From an optimization exercise on the open Yosys and OpenROAD flow, aimed at small area; shortcuts taken in it are not production practice.
The RTL was checked by simulation tests, not by an equivalence proof against the original design.
No activity file was given, so power comes from the tool's default toggle rates.

==> flow/design.v <==
module fspfa_value_decoder (
    input  wire [7:0]  hi,
    input  wire [7:0]  lo,
    input  wire [7:0]  eb,
    input  wire [3:0]  idx,
    input  wire [1:0]  debug,
    output wire [15:0] m,
    output wire [3:0]  k,
    output reg  [1:0]  log_code    
);
    reg [3:0] base_k;
    always @(*) begin
        case (idx)
            4'd0: base_k = 4'd3;
            4'd1: base_k = 4'd6;
            4'd2: base_k = 4'd3;
            4'd3: base_k = 4'd4;
            4'd4: base_k = 4'd1;
            4'd5: base_k = 4'd2;
            4'd6: base_k = 4'd1;
            4'd7: base_k = 4'd1;
            default: base_k = 4'd2;
        endcase
    end
    wire        sent  = (eb == 8'd11);
    wire        under = !sent && eb[7] && (eb < 8'hFD);           
    wire        over  = !sent && !eb[7] && (eb > 8'd10);          
    wire [7:0]  e3    = eb + 8'd3;
    wire [15:0] mag   = {hi, lo};
    assign m = (under || over) ? 16'd0 : mag;
    assign k = sent ? base_k : (under || over) ? 4'd0 : e3[3:0];
    always @(*) begin
        log_code = 2'd0;
        if (debug != 2'd0) begin
            if (under) log_code = 2'd1;
            else if (over && mag != 16'd0) log_code = 2'd2;
        end
    end
endmodule
module fspfa_times10 (
    input  wire [59:0] x,
    output wire [59:0] y
);
    localparam K = 31;
    wire [59:0] a = {x[56:0], 3'd0};
    wire [59:0] b = {x[58:0], 1'b0};
    wire [60:0] c;       
    wire [60:0] d;       
    wire [59:0] s0;
    wire [60:0] u;       
    assign c[3] = 1'b0;
    assign d[K] = 1'b0;
    assign u[K] = 1'b1;
    assign y[2:0] = {x[1:0], 1'b0};
    genvar i;
    generate
        for (i = 3; i < K; i = i + 1) begin : g_lo
            assign y[i]   = a[i] ^ b[i] ^ c[i];
            assign c[i+1] = (a[i] & b[i]) | (c[i] & (a[i] ^ b[i]));
        end
        for (i = K; i < 60; i = i + 1) begin : g_hi
            assign s0[i]  = a[i] ^ b[i] ^ d[i];
            assign d[i+1] = (a[i] & b[i]) | (d[i] & (a[i] ^ b[i]));
            assign u[i+1] = u[i] & s0[i];
            assign y[i]   = s0[i] ^ (c[K] & u[i]);
        end
    endgenerate
endmodule
module fspfa_sanity_filter (
    input  wire [2:0]  cls,       
    input  wire [59:0] cand,
    input  wire [59:0] prev,
    input  wire [1:0]  cnt,
    input  wire        dcv_nz,
    output reg         take,      
    output reg  [1:0]  cnt_out,
    output reg  [2:0]  log_code   
);
    localparam [2:0] L_NONE = 3'd0, L_REJECT = 3'd1, L_OVERRIDE = 3'd2,
                     L_SHUTDOWN = 3'd3, L_RECOVERY = 3'd4;
    localparam [23:0] K = 24'd10000000;
    wire [60:0] q;
    wire [60:0] qc;
    wire [61:0] gt;
    assign qc[0] = 1'b0;
    assign gt[0] = 1'b0;
    genvar i;
    generate
        for (i = 0; i < 60; i = i + 1) begin : g_q
            if (i < 24 && K[i]) begin : g_one
                assign q[i]    = ~(prev[i] ^ qc[i]);
                assign qc[i+1] = prev[i] | qc[i];
            end else begin : g_zero
                assign q[i]    = prev[i] ^ qc[i];
                assign qc[i+1] = prev[i] & qc[i];
            end
        end
        assign q[60] = qc[60];
        for (i = 0; i < 61; i = i + 1) begin : g_gt
            if (i < 60) begin : g_c
                assign gt[i+1] = (cand[i] & ~q[i]) | ((cand[i] | ~q[i]) & gt[i]);
            end else begin : g_top
                assign gt[i+1] = ~q[i] & gt[i];
            end
        end
    endgenerate
    wire cand_gt_prev_k = gt[61];
    reg reject;
    always @(*) begin
        take     = 1'b1;
        cnt_out  = 2'd0;
        log_code = L_NONE;
        reject   = 1'b0;
        if (cnt == 2'd3) begin
            log_code = L_OVERRIDE;
        end else begin
            case (cls)
                3'd0: reject = cand > 60'd10000000;
                3'd1: reject = prev != 60'd0 && cand_gt_prev_k;
                3'd2: reject = cand > 60'd100000;
                3'd3: begin
                    if (prev > 60'd200000 && cand < 60'd200000 && dcv_nz) begin
                        log_code = L_SHUTDOWN;
                        cnt_out  = cnt + 2'd1;
                    end else if (cand > 60'd550000) begin
                        reject = 1'b1;
                    end else if (prev < 60'd200000 && cand > 60'd200000) begin
                        log_code = L_RECOVERY;
                    end
                end
                default: reject = cand > 60'd600000;
            endcase
            if (reject) begin
                take     = 1'b0;
                cnt_out  = cnt + 2'd1;
                log_code = L_REJECT;
            end
        end
    end
endmodule
module fspfa_meas (
    input  wire        clk,
    input  wire        rst,
    input  wire        req_valid,
    output wire        req_ready,
    input  wire        req_op,
    input  wire [7:0]  req_addr,
    input  wire [3:0]  req_idx,
    input  wire [7:0]  req_hi,
    input  wire [7:0]  req_lo,
    input  wire [7:0]  req_eb,
    input  wire [1:0]  req_debug,
    output wire        rsp_valid,
    output wire [63:0] rsp_value,
    output wire [1:0]  rsp_cnt,
    output wire [63:0] rsp_cand,
    output wire [63:0] rsp_prev,
    output wire [1:0]  rsp_prev_cnt,
    output wire [1:0]  rsp_dec_log,
    output wire [2:0]  rsp_filt_log
);
    localparam N   = 36;         
    localparam EW  = 22;         
    localparam F   = 28;         
    localparam W   = F + 1;      
    localparam D   = F - 1 - 3;  
    reg [N*EW-1:0] ring;
    reg [1:0] hi;
    reg [3:0] hs;
    reg       fl;                
    reg [4:0] st;
    wire idle = (st == 5'd0);
    wire last = (st == F);
    wire [1:0] inv = req_addr[1:0] - 2'd1;
    wire start = req_valid && (idle || last) && inv == hi && req_idx == hs;
    assign req_ready = req_valid && st == F - 1;
    wire stale_h = fl && hi == 2'd0 && hs < 4'd7;           
    wire stale_d = fl && !(hi == 2'd3 && hs >= 4'd4);      
    wire stale_f = fl && !(hi == 2'd3 && hs == 4'd8);      
    wire [EW-1:0] e0 = ring[0 +: EW];
    wire [EW-1:0] ed = ring[D*EW +: EW];
    wire [EW-1:0] ef = ring[F*EW +: EW];
    wire [15:0] dm;
    wire [3:0]  dk;
    wire [1:0]  dl;
    fspfa_value_decoder u_dec (
        .hi(req_hi), .lo(req_lo), .eb(req_eb), .idx(req_idx), .debug(req_debug),
        .m(dm), .k(dk), .log_code(dl)
    );
    reg [15:0] pm;
    reg [3:0]  pk;
    wire [15:0] pm_d = start ? (stale_h ? 16'd0 : e0[21:6]) : pm;
    wire [3:0]  pk_d = start ? (stale_h ? 4'd0 : e0[5:2]) : pk;
    always @(posedge clk) begin
        pm <= pm_d;
        pk <= pk_d;
    end
    reg [1:0]  dlog;
    reg        op;
    reg        dcv_nz;
    always @(posedge clk) begin
        dlog   <= req_op ? 2'd0 : dl;
        op     <= req_op;
        dcv_nz <= !stale_d && ed[21:6] != 16'd0;
    end
    reg [2:0] cls;
    always @(*) begin
        case (hs)
            4'd1: cls = 3'd0;                     
            4'd2, 4'd3, 4'd4: cls = 3'd1;         
            4'd5, 4'd7, 4'd8: cls = 3'd2;         
            4'd6: cls = 3'd3;                     
            default: cls = 3'd4;                  
        endcase
    end
    wire [1:0] pc = stale_f ? 2'd0 : ef[1:0];
    reg [59:0] x1, x2;
    wire       take;
    wire [1:0] cnt_out;
    wire [2:0] flog;
    fspfa_sanity_filter u_filt (
        .cls(cls), .cand(x1), .prev(x2), .cnt(pc), .dcv_nz(dcv_nz),
        .take(take), .cnt_out(cnt_out), .log_code(flog)
    );
    wire wc  = req_ready && !req_op;
    wire wb  = last && !op && !rst;
    wire clr = rst || fl;
    wire [EW-1:0] c_in, w_in;
    assign c_in[21:2] = wc ? {dm, dk} : ring[(F-1)*EW+2 +: 20];
    assign c_in[1:0]  = ring[(F-1)*EW +: 2];
    assign w_in[21:6] = wb ? (take ? ef[21:6] : pm) : clr ? 16'd0 : ef[21:6];
    assign w_in[5:2]  = wb ? (take ? ef[5:2] : pk) : clr ? 4'd0 : ef[5:2];
    assign w_in[1:0]  = wb ? cnt_out : clr ? 2'd0 : ef[1:0];
    always @(posedge clk) begin
        ring[EW-1:0] <= ring[N*EW-1 -: EW];
        ring[F*EW-1:EW] <= ring[(F-1)*EW-1:0];
        ring[F*EW +: EW] <= c_in;
        ring[N*EW-1:(W+1)*EW] <= ring[N*EW-EW-1:W*EW];
        ring[W*EW +: EW] <= w_in;
    end
    always @(posedge clk) begin
        if (rst) begin
            hi <= 2'd0;
            hs <= 4'd0;
            fl <= 1'b1;
            st <= 5'd0;
        end else begin
            if (hs == 4'd8) begin
                hs <= 4'd0;
                hi <= hi + 2'd1;
                if (hi == 2'd3) fl <= 1'b0;
            end else begin
                hs <= hs + 4'd1;
            end
            if (start)
                st <= 5'd1;
            else if (last)
                st <= 5'd0;
            else if (!idle)
                st <= st + 5'd1;
        end
    end
    wire [4:0] j    = start ? 5'd0 : st;
    wire       ld_c = (j == F - 1 - {dk, 1'b0});
    wire       ld_p = (j == F - 2 - {pk_d, 1'b0});
    wire [59:0] x2_10;
    fspfa_times10 u_x10 (.x(x2), .y(x2_10));
    always @(posedge clk) begin
        x1 <= ld_c ? {44'd0, dm} : ld_p ? {44'd0, pm_d} : x2_10;
        x2 <= x1;
    end
    assign rsp_valid    = last;
    assign rsp_cand     = {4'd0, x1};
    assign rsp_prev     = {4'd0, x2};
    assign rsp_prev_cnt = pc;
    assign rsp_value    = {4'd0, (op || !take) ? x2 : x1};
    assign rsp_cnt      = op ? pc : cnt_out;
    assign rsp_dec_log  = dlog;
    assign rsp_filt_log = op ? 3'd0 : flog;
endmodule
==> flow/config.mk <==
export PLATFORM = sky130hd
export DESIGN_NAME = fspfa_meas
export DESIGN_NICKNAME = fspfa_meas
export VERILOG_FILES = /design/flow/design.v
export SDC_FILE = /design/flow/constraint.sdc
export NUM_CORES = 4
export LEC_CHECK = 0
export CAP_MARGIN = 20
export CORE_MARGIN = 2
export CORE_UTILIZATION = 70
export PLACE_DENSITY = 0.85
export SLEW_MARGIN = 20
==> flow/constraint.sdc <==
create_clock -name core_clock -period 18.0 [get_ports {clk}]
set_input_delay 3.6000 -clock core_clock [delete_from_list [all_inputs] [get_ports {clk}]]
set_output_delay 3.6000 -clock core_clock [all_outputs]
set_load 0.01 [all_outputs]
standard.sh (not shown) runs the stock make flow with config.mk's settings and CLKGATE_MAP_FILE= SYNTH_SCRIPT=/design/flow/synth_recipe.tcl, a recipe that flattens the netlist after the stock synthesis.
==> flow/flow/run.sh <==
#!/bin/bash
set -e
export CTS_ARGS="-sink_clustering_enable -repair_clock_nets -dont_use_dummy_load -sink_clustering_size 18 -sink_clustering_max_diameter 70 -buf_list sky130_fd_sc_hd__clkbuf_8"
export BUFFER_PORTS_ARGS="-buffer_cell sky130_fd_sc_hd__buf_1"
bash standard.sh > standard.log 2>&1
Next try:
--- a/flow/design.v
+++ b/flow/design.v
@@ -38,13 +38,13 @@
     end
 endmodule
 module fspfa_times10 (
     input  wire [59:0] x,
     output wire [59:0] y
 );
-    localparam K = 31;
+    localparam K = 40;
     wire [59:0] a = {x[56:0], 3'd0};
     wire [59:0] b = {x[58:0], 1'b0};
     wire [60:0] c;       
     wire [60:0] d;       
     wire [59:0] s0;
     wire [60:0] u;       
@@ -160,25 +160,25 @@
     output wire [2:0]  rsp_filt_log
 );
     localparam N   = 36;         
     localparam EW  = 22;         
     localparam F   = 28;         
     localparam W   = F + 1;      
-    localparam D   = F - 1 - 3;  
+    localparam D   = F - 3;      
     reg [N*EW-1:0] ring;
     reg [1:0] hi;
     reg [3:0] hs;
     reg       fl;                
     reg [4:0] st;
     wire idle = (st == 5'd0);
     wire last = (st == F);
     wire [1:0] inv = req_addr[1:0] - 2'd1;
     wire start = req_valid && (idle || last) && inv == hi && req_idx == hs;
     assign req_ready = req_valid && st == F - 1;
     wire stale_h = fl && hi == 2'd0 && hs < 4'd7;           
-    wire stale_d = fl && !(hi == 2'd3 && hs >= 4'd4);      
+    wire stale_d = fl && !(hi == 2'd3 && hs >= 4'd5);      
     wire stale_f = fl && !(hi == 2'd3 && hs == 4'd8);      
     wire [EW-1:0] e0 = ring[0 +: EW];
     wire [EW-1:0] ed = ring[D*EW +: EW];
     wire [EW-1:0] ef = ring[F*EW +: EW];
     wire [15:0] dm;
     wire [3:0]  dk;
@@ -194,18 +194,17 @@
     always @(posedge clk) begin
         pm <= pm_d;
         pk <= pk_d;
     end
     reg [1:0]  dlog;
     reg        op;
-    reg        dcv_nz;
     always @(posedge clk) begin
         dlog   <= req_op ? 2'd0 : dl;
         op     <= req_op;
-        dcv_nz <= !stale_d && ed[21:6] != 16'd0;
-    end
+    end
+    wire dcv_nz = !stale_d && ed[21:6] != 16'd0;
     reg [2:0] cls;
     always @(*) begin
         case (hs)
             4'd1: cls = 3'd0;                     
             4'd2, 4'd3, 4'd4: cls = 3'd1;         
             4'd5, 4'd7, 4'd8: cls = 3'd2;         
Effect:
- The changed run went through all stages and came out clean
- via count increases by 0.80%
- setup slack improves by 0.37 ns
- final area increases by 0.76%
- cell count increases by 1.7%
- wire length increases by 1.3%
- clock-buffer cell count decreases by 2
- non-clock buffer count increases by 8
- die area increases by 0.44%
- synthesized cell count increases by 2.2%
- clock power decreases by about 1%

re-timing with driven ports:
The results above use ideal ports. As a check the final layouts listed here were re-extracted and re-timed, cells and wires unchanged. Step 1 assumes that a clkbuf_16 drives the clock port and a buf_2 every other input. Step 2 adds t to the input delays and takes it off the output delays; t is the mean of the earliest and latest rising clock arrival at the registers after step 1. Input paths then give back, and output paths get back, about the clock's delay inside the block. a / b / c = no drivers / after step 1 / after step 2; a / b = the first two.
run	shift t [ns]	setup slack, ns	worst hold slack (ns)
the first run	0.709	0.583 / 0.534 / 1.242	0.292 / 0.292 / 0.292
the second run	0.734	0.950 / 0.898 / 1.552	0.291 / 0.291 / 0.291
After both steps setup and hold are still met in every run listed.
